Context: an optimization exercise on an open-source flow, tuned for small area and few clock cycles. The choices shown serve that exercise and are no tape-out recipe.
Only simulation tests tie the RTL to the original design; equivalence was not proved.
Power figures rest on the tool's default switching activity, not on a simulated workload.

==> flow/design.v <==
module tacws (
    input  wire        clk,
    input  wire        rst,           
    input  wire        cmd_valid,
    output wire        cmd_ready,
    input  wire [47:0] cmd_word,
    output wire        rsp_valid,
    output wire [1:0]  rsp_status,
    output wire [15:0] rsp_data,
    output wire        bus_valid,
    output wire        bus_we,
    output wire [2:0]  bus_addr,
    output wire [15:0] bus_wdata,
    input  wire        bus_ready,
    input  wire [15:0] bus_rdata
);
    reg        busy;
    reg [3:0]  k;         
    reg        line;      
    reg        s;         
    reg        p;         
    reg        ie;        
    reg [1:0]  ch;        
    reg [2:0]  om;        
    reg [1:0]  lm;        
    reg [15:0] tmp;       
    reg [15:0] dat;       
    wire [3:0] n_op = cmd_word[47:44];
    wire       n_p  = cmd_word[43];
    wire [1:0] n_ch = cmd_word[42:41];
    wire o_apply  = (n_op == 4'h1);
    wire o_chan   = (n_op == 4'h2);
    wire o_pwm    = (n_op == 4'h3);
    wire o_startm = (n_op == 4'h5);
    wire o_stop   = (n_op == 4'h6);
    wire o_getcnt = (n_op == 4'h7);
    wire o_rstcnt = (n_op == 4'h8);
    wire o_setper = (n_op == 4'h9);
    wire o_setdut = (n_op == 4'hA);
    wire o_getcc  = (n_op == 4'hB);
    wire n_illegal = (n_op == 4'h0) || (n_op >= 4'hC);
    wire n_nocfg   = (o_apply || o_chan || o_pwm) && !n_p;
    wire n_badch   = (o_chan || o_pwm || o_setdut || o_getcc) && (n_ch == 2'd3);
    wire [1:0] n_status = n_illegal ? 2'd3 : n_nocfg ? 2'd1 : n_badch ? 2'd2 : 2'd0;
    wire n_none    = n_illegal || n_nocfg || (n_badch && !o_pwm);
    wire n_line = o_chan || o_setdut || o_getcc;
    wire [3:0] n_k = (o_getcnt || o_getcc)           ? 4'd11 :
                     (o_setper || o_setdut || o_pwm) ? 4'd10 :
                     o_rstcnt                        ? 4'd2  : 4'd0;
    wire n_ie = o_apply ? cmd_word[36] : o_chan ? cmd_word[37] : o_stop;
    wire k10  = k[3] & k[1] & ~k[0];
    wire k11  = k[3] & k[1] & k[0];
    wire ld   = ~bus_we;
    wire last = k11 | (k10 & ~p) | (~line & s & ~k[3] & ~k[1] & k[0]);
    wire ch_ok = (ch != 2'd3);
    wire t0 = ~line & (k == 4'd0);
    wire t2 = ~line & (k == 4'd2);
    wire t4 = ~line & (k == 4'd4);
    wire t6 = ~line & (k == 4'd6);
    wire t8 = ~line & (k == 4'd8);
    wire c0 =  line & (k == 4'd0);
    wire c2 =  line & (k == 4'd2);
    wire c4 =  line & (k == 4'd4);
    wire c6 =  line & (k == 4'd6);
    wire c8 =  line & (k == 4'd8);
    wire [1:0] mv = lm & {2{s & ~ie}};
    reg [15:0] u;
    always @(*) begin
        u = bus_rdata;
        if (t4 | c8)  u[0] = 1'b0;
        if (t8)       u[1] = ie;
        if (c8)       u[1] = 1'b0;
        if (t2)       u[2] = 1'b1;
        if (t0)       u[5:4] = mv;
        if (t6)       u[5:4] = lm;
        if (c6)       u[4] = ie;
        if (c4)       u[5] = om[0];
        if (t6 | c4)  u[7:6] = om[2:1];
        if (t6)       u[9:8] = ch;
        if (c0)       u[8] = 1'b0;
        if (c2)       u[15:10] = 6'b0;
    end
    assign cmd_ready  = ~busy;
    assign rsp_valid  = ~busy & ~k[3];
    assign rsp_status = k[1:0];
    assign rsp_data   = tmp & {16{k[2]}};
    assign bus_valid  = busy;
    assign bus_we     = k[0] ^ (k[3] & k[1]);
    assign bus_addr   = {line ? ch + 2'd1 : {1'b0, k10}, k[3] & k[1]};
    assign bus_wdata  = k[0] ? tmp : dat;
    wire accept = ~busy & cmd_valid;
    wire step   = busy & bus_ready;
    always @(posedge clk) begin
        if (accept) begin
            line <= n_line;
            s    <= ~o_apply;
            p    <= o_pwm;
            ie   <= n_ie;
            ch   <= n_ch;
            om   <= cmd_word[40:38];
            dat  <= cmd_word[31:16];
            tmp  <= cmd_word[15:0];
        end else if (step) begin
            if (ld)
                tmp <= u;
            if (k10 & p) begin
                dat  <= tmp;
                line <= ~line & ch_ok;
            end
        end
    end
    always @(posedge clk) begin
        if (rst) begin
            busy <= 1'b0;
            k[3] <= 1'b1;
            lm   <= 2'd0;
        end else if (accept) begin
            if (n_none) begin
                k <= {2'b00, n_status};
            end else begin
                busy <= 1'b1;
                k    <= n_k;
            end
            if ((o_apply && n_p) || o_startm)
                lm <= cmd_word[38:37];
            if (o_pwm && n_p)
                lm <= 2'd1;
        end else if (step) begin
            if (last) begin
                busy <= 1'b0;
                k    <= {1'b0, k11, p & ~ch_ok, 1'b0};
            end else if (k10 & p) begin
                k <= 4'd0;
            end else begin
                k <= k + 4'd1;
            end
        end
    end
endmodule
export LEC_CHECK = 0
export CAP_MARGIN = 20
export CORE_MARGIN = 2
export CORE_UTILIZATION = 40
export CTS_BUF_LIST = sky130_fd_sc_hd__clkbuf_8
export SLEW_MARGIN = 20
create_clock -name core_clock -period 6.0 [get_ports {clk}]
standard.sh (not shown) runs the stock make flow with config.mk's settings and CLKGATE_MAP_FILE= SYNTH_SCRIPT=/design/flow/synth_recipe.tcl, a recipe that flattens the netlist after the stock synthesis.
==> flow/flow/run.sh <==
#!/bin/bash
# ORFS layout through the standard.sh, with two changes:
#  - the ABC mapping script leaves out ABC's buffering and upsizing (the
#    design has timing slack to spare), so the mapping is smaller;
#  - the port buffers are plain buf_1 cells.
set -u
W=$(pwd)
rm -rf "$W/scripts_copy"
cp -r "$FLOW_HOME/scripts" "$W/scripts_copy"
cp "$W/flow/abc_map.script" "$W/scripts_copy/abc_speed.script"
export BUFFER_PORTS_ARGS="-buffer_cell sky130_fd_sc_hd__buf_1"
bash standard.sh "SCRIPTS_DIR=$W/scripts_copy" \
  "BUFFER_PORTS_ARGS=-buffer_cell sky130_fd_sc_hd__buf_1" finish > standard_flow.log 2>&1
==> flow/flow/abc_map.script <==
&get -n
&st
&dch
&nf -R 1000
&st
&syn2
&if -g -K 6
&synch2
&nf -R 1000
&st
&syn2
&if -g -K 6
&synch2
&nf -R 1000
&st
&syn2
&if -g -K 6
&synch2
&nf -R 1000
&st
&syn2
&if -g -K 6
&synch2
&nf -R 1000
&st
&syn2
&if -g -K 6
&synch2
&nf -R 1000
&put
topo
stime -c
dnsize -c
Testbench counts at the start, summed over its fixed seeds: cycles 22,002.
Next try:
--- a/flow/design.v
+++ b/flow/design.v
@@ -21,12 +21,12 @@
     reg        p;         
     reg        ie;        
     reg [1:0]  ch;        
     reg [2:0]  om;        
     reg [1:0]  lm;        
-    reg [15:0] tmp;       
-    reg [15:0] dat;       
+    reg [15:0] a;         
+    reg [15:0] b;         
     wire [3:0] n_op = cmd_word[47:44];
     wire       n_p  = cmd_word[43];
     wire [1:0] n_ch = cmd_word[42:41];
     wire o_apply  = (n_op == 4'h1);
     wire o_chan   = (n_op == 4'h2);
@@ -46,10 +46,11 @@
     wire n_line = o_chan || o_setdut || o_getcc;
     wire [3:0] n_k = (o_getcnt || o_getcc)           ? 4'd11 :
                      (o_setper || o_setdut || o_pwm) ? 4'd10 :
                      o_rstcnt                        ? 4'd2  : 4'd0;
     wire n_ie = o_apply ? cmd_word[36] : o_chan ? cmd_word[37] : o_stop;
+    wire k9   = k[3] & ~k[1] & k[0];
     wire k10  = k[3] & k[1] & ~k[0];
     wire k11  = k[3] & k[1] & k[0];
     wire ld   = ~bus_we;
     wire last = k11 | (k10 & ~p) | (~line & s & ~k[3] & ~k[1] & k[0]);
     wire ch_ok = (ch != 2'd3);
@@ -81,34 +82,36 @@
         if (c2)       u[15:10] = 6'b0;
     end
     assign cmd_ready  = ~busy;
     assign rsp_valid  = ~busy & ~k[3];
     assign rsp_status = k[1:0];
-    assign rsp_data   = tmp & {16{k[2]}};
+    assign rsp_data   = a;
     assign bus_valid  = busy;
     assign bus_we     = k[0] ^ (k[3] & k[1]);
     assign bus_addr   = {line ? ch + 2'd1 : {1'b0, k10}, k[3] & k[1]};
-    assign bus_wdata  = k[0] ? tmp : dat;
+    assign bus_wdata  = a;
     wire accept = ~busy & cmd_valid;
     wire step   = busy & bus_ready;
     always @(posedge clk) begin
         if (accept) begin
             line <= n_line;
             s    <= ~o_apply;
             p    <= o_pwm;
             ie   <= n_ie;
             ch   <= n_ch;
             om   <= cmd_word[40:38];
-            dat  <= cmd_word[31:16];
-            tmp  <= cmd_word[15:0];
+            b    <= o_pwm ? cmd_word[15:0] : cmd_word[31:16];
+            a    <= n_none ? 16'h0000 : cmd_word[31:16];
         end else if (step) begin
             if (ld)
-                tmp <= u;
-            if (k10 & p) begin
-                dat  <= tmp;
+                a <= u;
+            else if (k9)
+                a <= b;
+            else if (last)
+                a <= 16'h0000;
+            if (k10 & p)
                 line <= ~line & ch_ok;
-            end
         end
     end
     always @(posedge clk) begin
         if (rst) begin
             busy <= 1'b0;
@@ -126,11 +129,11 @@
             if (o_pwm && n_p)
                 lm <= 2'd1;
         end else if (step) begin
             if (last) begin
                 busy <= 1'b0;
-                k    <= {1'b0, k11, p & ~ch_ok, 1'b0};
+                k    <= {2'b00, p & ~ch_ok, 1'b0};
             end else if (k10 & p) begin
                 k <= 4'd0;
             end else begin
                 k <= k + 4'd1;
             end
Result: Final area drops by 3.6%; via count falls by 5.8%; cell count decreases by 11%; clock power grows by 23%; wire length went down by 0.37%; global-route usage stays flat; setup slack is better by 0.23 ns; total power grows by 7.8%; non-clock buffer count came out higher by 1; first-iteration DRC count goes up by 91%; hold slack got worse by 0.018 ns; synthesized cell count fell by 11%; critical path depth came out lower by 1.
Testbench counts after the change, summed over its fixed seeds: cycles 22,002.

==> what the ideal ports hide <==
Ports are ideal in the flow. The routed layouts listed here were re-timed in OpenROAD. Step 1 assumes that a clkbuf_16 drives the clock port and a buf_2 every other input. Step 2, shift: input delay + t, output delay - t, t = (earliest + latest rising clock arrival at the registers) / 2. This alone moves slack from input paths to output paths. Three values: ideal, step 1, step 2; two values: the first two.
run	shift t [ns]	setup slack, ns	hold WS [ns]	worst register clock-pin slew, ns
the first run	0.328	2.406 / 2.377 / 2.287	0.517 / 0.517 / 0.517	0.09 / 0.09
the second run	0.336	2.637 / 2.606 / 2.783	0.499 / 0.499 / 0.499	0.09 / 0.09
After both steps every run listed still meets setup and hold. For the first run, which loses most, drivers alone change the setup slack by -0.029 ns; drivers and shift together by -0.119 ns.
